This design comes from an exercise in tuning for small area on the open sky130 flow, not from production work. In this exercise RTL edits were held to simulation tests only and were not proved equivalent to the original. Power figures rest on the tool's default switching activity, not on a simulated workload.

Design fde_core, start of the top module:
module fde_core (
    input  wire        clk,
    input  wire        rst,            
    input  wire [7:0]  key,            
    output wire [7:0]  mem_addr,
    output wire        mem_we,
    output wire [15:0] mem_wdata,
    input  wire [15:0] mem_rdata,
    output reg  [15:0] out_data,
    output wire        out_valid,
    output reg  [15:0] disp_data,
    output wire        disp_data_valid,
    output reg  [15:0] disp_ctrl,
    output wire        disp_ctrl_valid,
    output reg         halted,
    output wire [1:0]  fault,
    output wire [15:0] fault_info
);
    localparam [4:0] C_NOP = 5'h00, C_LDA = 5'h01, C_ADD = 5'h02, C_SUB = 5'h03,
                     C_STA = 5'h04, C_LDI = 5'h05, C_JMP = 5'h06, C_JC  = 5'h07,
                     C_JZ  = 5'h08, C_SHL = 5'h09, C_SHR = 5'h0A, C_KEY = 5'h0B,
                     C_OUT = 5'h0E, C_HLT = 5'h0F, C_PSH = 5'h10, C_POP = 5'h11,
                     C_CAL = 5'h12, C_RET = 5'h13, C_LSP = 5'h14, C_DSD = 5'h15,
                     C_DSC = 5'h16;
    reg [7:0]  pc;
    reg [7:0]  mar;
    reg [4:0]  opc;
    reg [15:0] a;
    reg        az;
    reg        c;
    reg        z;
    reg [3:0]  sp;
    reg [3:0]  cnt;
    reg        t;
    reg        rf;             
    assign fault_info = a;
    wire run   = !halted;
    wire c0    = (cnt == 4'd0);
    wire c13   = (cnt == 4'd13);
    wire c14   = (cnt == 4'd14);
    wire fetch = (cnt == 4'd15);
    wire o_lda = (opc == C_LDA);
    wire o_add = (opc == C_ADD);
    wire o_sub = (opc == C_SUB);
    wire o_sta = (opc == C_STA);
    wire o_ldi = (opc == C_LDI);
    wire o_jmp = (opc == C_JMP);
    wire o_jc  = (opc == C_JC);
    wire o_jz  = (opc == C_JZ);
    wire o_shl = (opc == C_SHL);
    wire o_shr = (opc == C_SHR);
    wire o_key = (opc == C_KEY);
    wire o_out = (opc == C_OUT);
    wire o_hlt = (opc == C_HLT);
    wire o_psh = (opc == C_PSH);
    wire o_pop = (opc == C_POP);
    wire o_cal = (opc == C_CAL);
    wire o_ret = (opc == C_RET);
    wire o_lsp = (opc == C_LSP);
    wire o_dsd = (opc == C_DSD);
    wire o_dsc = (opc == C_DSC);
    wire o_inv = (opc == 5'h0C) || (opc == 5'h0D) || (opc >= 5'h17);
    wire        kill = rst || az || (opc[4] && !opc[2] && opc[1]);
  ...
For scale: about 350 cells after synthesis, about 120 I/O pins.
==> module fde_core, before the edit <==
module fde_core (
    input  wire        clk,
    input  wire        rst,            
    input  wire [7:0]  key,            
    output wire [7:0]  mem_addr,
    output wire        mem_we,
    output wire [15:0] mem_wdata,
    input  wire [15:0] mem_rdata,
    output reg  [15:0] out_data,
    output wire        out_valid,
    output reg  [15:0] disp_data,
    output wire        disp_data_valid,
    output reg  [15:0] disp_ctrl,
    output wire        disp_ctrl_valid,
    output reg         halted,
    output wire [1:0]  fault,
    output wire [15:0] fault_info
);
    localparam [4:0] C_NOP = 5'h00, C_LDA = 5'h01, C_ADD = 5'h02, C_SUB = 5'h03,
                     C_STA = 5'h04, C_LDI = 5'h05, C_JMP = 5'h06, C_JC  = 5'h07,
                     C_JZ  = 5'h08, C_SHL = 5'h09, C_SHR = 5'h0A, C_KEY = 5'h0B,
                     C_OUT = 5'h0E, C_HLT = 5'h0F, C_PSH = 5'h10, C_POP = 5'h11,
                     C_CAL = 5'h12, C_RET = 5'h13, C_LSP = 5'h14, C_DSD = 5'h15,
                     C_DSC = 5'h16;
    reg [7:0]  pc;
    reg [7:0]  mar;
    reg [4:0]  opc;
    reg [15:0] a;
    reg        az;
    reg        c;
    reg        z;
    reg [3:0]  sp;
    reg [3:0]  cnt;
    reg        t;
    reg        rf;             
    assign fault_info = a;
    wire run   = !halted;
    wire c0    = (cnt == 4'd0);
    wire c13   = (cnt == 4'd13);
    wire c14   = (cnt == 4'd14);
    wire fetch = (cnt == 4'd15);
    wire o_lda = (opc == C_LDA);
    wire o_add = (opc == C_ADD);
    wire o_sub = (opc == C_SUB);
    wire o_sta = (opc == C_STA);
    wire o_ldi = (opc == C_LDI);
    wire o_jmp = (opc == C_JMP);
    wire o_jc  = (opc == C_JC);
    wire o_jz  = (opc == C_JZ);
    wire o_shl = (opc == C_SHL);
    wire o_shr = (opc == C_SHR);
    wire o_key = (opc == C_KEY);
    wire o_out = (opc == C_OUT);
    wire o_hlt = (opc == C_HLT);
    wire o_psh = (opc == C_PSH);
    wire o_pop = (opc == C_POP);
    wire o_cal = (opc == C_CAL);
    wire o_ret = (opc == C_RET);
    wire o_lsp = (opc == C_LSP);
    wire o_dsd = (opc == C_DSD);
    wire o_dsc = (opc == C_DSC);
    wire o_inv = (opc == 5'h0C) || (opc == 5'h0D) || (opc >= 5'h17);
    wire        kill = rst || az || (opc[4] && !opc[2] && opc[1]);
    wire [15:0] am   = a & {16{!kill}};
    wire [7:0] f_op  = mem_rdata[15:8];
    wire       f_stk = (f_op[7:2] == 6'b000100);    
    wire       f_pop = f_stk && f_op[0];             
    wire       sp_dn = fetch;    
    wire [3:0] sp_nx = sp + {sp_dn, sp_dn, sp_dn, 1'b1};
    wire hi_nz   = (mem_rdata[15:8] != 8'd0);
    wire ret_flt = o_ret && (fetch ? rf : hi_nz);
    assign fault = {o_ret, o_ret || o_inv};
    wire halting = (c0 && o_hlt) || (fetch && (o_inv || rf));
    wire stk_op  = (opc[4:2] == 3'b100);
    wire pc_sel  = fetch || o_ldi || o_inv;
    assign mem_addr = pc_sel ? pc : (stk_op ? {4'hF, sp} : mar);
    wire       pc_ci  = c14 || (c0 && o_cal);
    wire [7:0] pc_inc = pc + {7'd0, pc_ci};
    assign mem_we    = run && c0 && (o_sta || o_psh || o_cal);
    assign mem_wdata = {am[15:8], am[7:0] | (pc_inc & {8{opc[1]}})};
    wire [15:0] rvec = {t, mem_rdata[14:0]};
    wire [3:0]  ridx = {cnt[3] ^ o_inv, cnt[2:0]};
    wire        rbit = rvec[ridx];
    wire        kbit = key[cnt[2:0]];
    wire        bop  = o_shl ? am[0] : (rbit ^ o_sub);
    wire        cin  = c0 ? o_sub : c;
    wire        sum  = am[0] ^ bop ^ cin;
    wire        cout = (am[0] & bop) | (am[0] & cin) | (bop & cin);
    reg newbit;
    always @* begin
        if (o_add || o_sub || o_shl) newbit = sum;
        else if (o_shr)              newbit = am[1] && !fetch;
        else if (o_ldi || o_inv)     newbit = rbit && !cnt[3];
        else if (o_key)              newbit = kbit && !cnt[3];
        else                         newbit = rbit;    
    end
    wire ashift = run && (o_lda || o_add || o_sub || o_ldi || o_shl || o_shr ||
                          o_key || o_pop || o_inv || ret_flt);
    wire flags  = o_add || o_sub || o_shl || o_shr;
    wire take = o_jmp || (o_jc && c) || (o_jz && z) || o_cal || o_ret;
    wire ld_out = run && c0 && o_out;
    wire ld_dsd = run && c0 && o_dsd;
    wire ld_dsc = run && c0 && o_dsc;
    wire c1 = (cnt == 4'd1);
    assign out_valid       = run && c1 && o_out;
    assign disp_data_valid = run && c1 && o_dsd;
    assign disp_ctrl_valid = run && c1 && o_dsc;
    always @(posedge clk) begin
        t <= mem_rdata[15];
        rf <= !rst && c14 && o_ret && hi_nz;
        if (ashift) a <= {newbit, a[15:1]};
        if (rst || ld_out) out_data  <= am;
        if (rst || ld_dsd) disp_data <= am;
        if (rst || ld_dsc) disp_ctrl <= am;
        if (fetch || (c13 && o_ret)) mar <= mem_rdata[7:0];
        if (rst) begin
            pc              <= 8'd0;
            opc             <= C_NOP;
            az              <= 1'b1;
            c               <= 1'b0;
            z               <= 1'b0;
            sp              <= 4'd0;
            cnt             <= 4'd15;
            halted          <= 1'b0;
        end else begin
            cnt             <= cnt + 4'd1;
            if (fetch && run && !halting) opc <= (f_op[7:5] != 3'd0) ? 5'h1F : f_op[4:0];
            if (ashift && fetch) az <= 1'b0;
            if (flags) begin
                if (o_shr) begin
                    if (c0) c <= am[0];
                end else begin
                    c <= cout;
                end
                z <= (c0 || z) && !newbit;
            end
            if ((fetch && f_pop) || (c0 && stk_op && !opc[0])) sp <= sp_nx;
            if (c0 && o_lsp)    sp <= am[3:0];
            pc <= (c14 && take) ? mar : pc_inc;
            if (halting) halted <= 1'b1;
        end
    end
endmodule
==> flow/config.mk <==
export PLATFORM = sky130hd
export DESIGN_NAME = fde_core
export DESIGN_NICKNAME = fde_core
export VERILOG_FILES = /design/flow/design.v
export SDC_FILE = /design/flow/constraint.sdc
export NUM_CORES = 4
export LEC_CHECK = 0
export ABC_AREA = 1
export CAP_MARGIN = 20
export CORE_MARGIN = 2
export CORE_UTILIZATION = 40
export CTS_BUF_LIST = sky130_fd_sc_hd__clkbuf_8
export PLACE_DENSITY = 0.6
export SLEW_MARGIN = 20
==> flow/constraint.sdc <==
create_clock -name core_clock -period 7.0 [get_ports {clk}]
set_input_delay 1.4000 -clock core_clock [delete_from_list [all_inputs] [get_ports {clk}]]
set_output_delay 1.4000 -clock core_clock [all_outputs]
set_load 0.01 [all_outputs]
standard.sh (not shown) runs the stock make flow with config.mk's settings and CLKGATE_MAP_FILE= SYNTH_SCRIPT=/design/flow/synth_recipe.tcl, a recipe that flattens the netlist after the stock synthesis.
==> flow/flow/run.sh <==
#!/bin/bash
# The standard layout (standard.sh), with three changes:
#  - synthesis maps logic with an area-oriented ABC script (flow/abc_area.script,
#    used through ABC_AREA=1) instead of ORFS's, which buffers and upsizes;
#  - the port buffers are the smallest buffer cell;
#  - clock tree synthesis inserts no dummy loads.
set -euo pipefail
here=$(pwd)
rm -rf "$here/scripts"
cp -r "$FLOW_HOME/scripts" "$here/scripts"
cp "$here/flow/abc_area.script" "$here/scripts/abc_area.script"
export SCRIPTS_DIR="$here/scripts"
export BUFFER_PORTS_ARGS="-buffer_cell sky130_fd_sc_hd__buf_1"
export CTS_ARGS="-sink_clustering_enable -repair_clock_nets -buf_list sky130_fd_sc_hd__clkbuf_8 -dont_use_dummy_load"
bash standard.sh > "$here/standard.log" 2>&1
==> flow/flow/abc_area.script <==
strash
&get -n
&deepsyn -T 30
&dch -f
&nf -R 1000 -a
&put
Rerun with:
--- a/flow/design.v
+++ b/flow/design.v
@@ -64,10 +64,11 @@
     wire [15:0] am   = a & {16{!kill}};
     wire [7:0] f_op  = mem_rdata[15:8];
     wire       f_stk = (f_op[7:2] == 6'b000100);    
     wire       f_pop = f_stk && f_op[0];             
-    wire       sp_dn = fetch;    
-    wire [3:0] sp_nx = sp + {sp_dn, sp_dn, sp_dn, 1'b1};
+    wire       sp_dn = fetch && f_pop;
+    wire       sp_up = c0 && (opc[4:2] == 3'b100) && !opc[0];
+    wire [3:0] sp_nx = sp + {sp_dn, sp_dn, sp_dn, sp_dn || sp_up};
     wire hi_nz   = (mem_rdata[15:8] != 8'd0);
     wire ret_flt = o_ret && (fetch ? rf : hi_nz);
     assign fault = {o_ret, o_ret || o_inv};
     wire halting = (c0 && o_hlt) || (fetch && (o_inv || rf));
@@ -133,10 +134,9 @@
                     c <= cout;
                 end
                 z <= (c0 || z) && !newbit;
             end
-            if ((fetch && f_pop) || (c0 && stk_op && !opc[0])) sp <= sp_nx;
-            if (c0 && o_lsp)    sp <= am[3:0];
+            sp <= (c0 && o_lsp) ? am[3:0] : sp_nx;
             pc <= (c14 && take) ? mar : pc_inc;
             if (halting) halted <= 1'b1;
         end
     end
Wire length came out lower by about 1%; critical path depth stays the same; synthesized cell count came out lower by about 4.6%; clock power is about the same; design area came out lower by about 1%.

separate check: timing with driven ports:
The results above use ideal ports. As a check the final layouts listed here were re-extracted and re-timed, cells and wires unchanged.
Step 1 (the two cells are an assumption about what drives the block):
set clk [get_ports {clk}]
set_driving_cell -lib_cell sky130_fd_sc_hd__clkbuf_16 $clk
set_driving_cell -lib_cell sky130_fd_sc_hd__buf_2 [delete_from_list [all_inputs] $clk]
Step 2 also shifts input and output timing later by t, the mid clock arrival at the registers, as if the neighbouring blocks saw the same clock.
Slacks: ideal ports / drivers / drivers and shift; pairs: ideal ports / drivers.
| run | t (ns) | slack for setup (ns) | worst hold slack (ns) |
|---|---|---|---|
| the first run | 0.382 | 2.314 / 2.284 / 2.436 | 0.480 / 0.480 / 0.480 |
| the second run | 0.379 | 2.064 / 2.030 / 2.409 | 0.480 / 0.480 / 0.480 |
After both steps setup and hold are still met in every run listed.
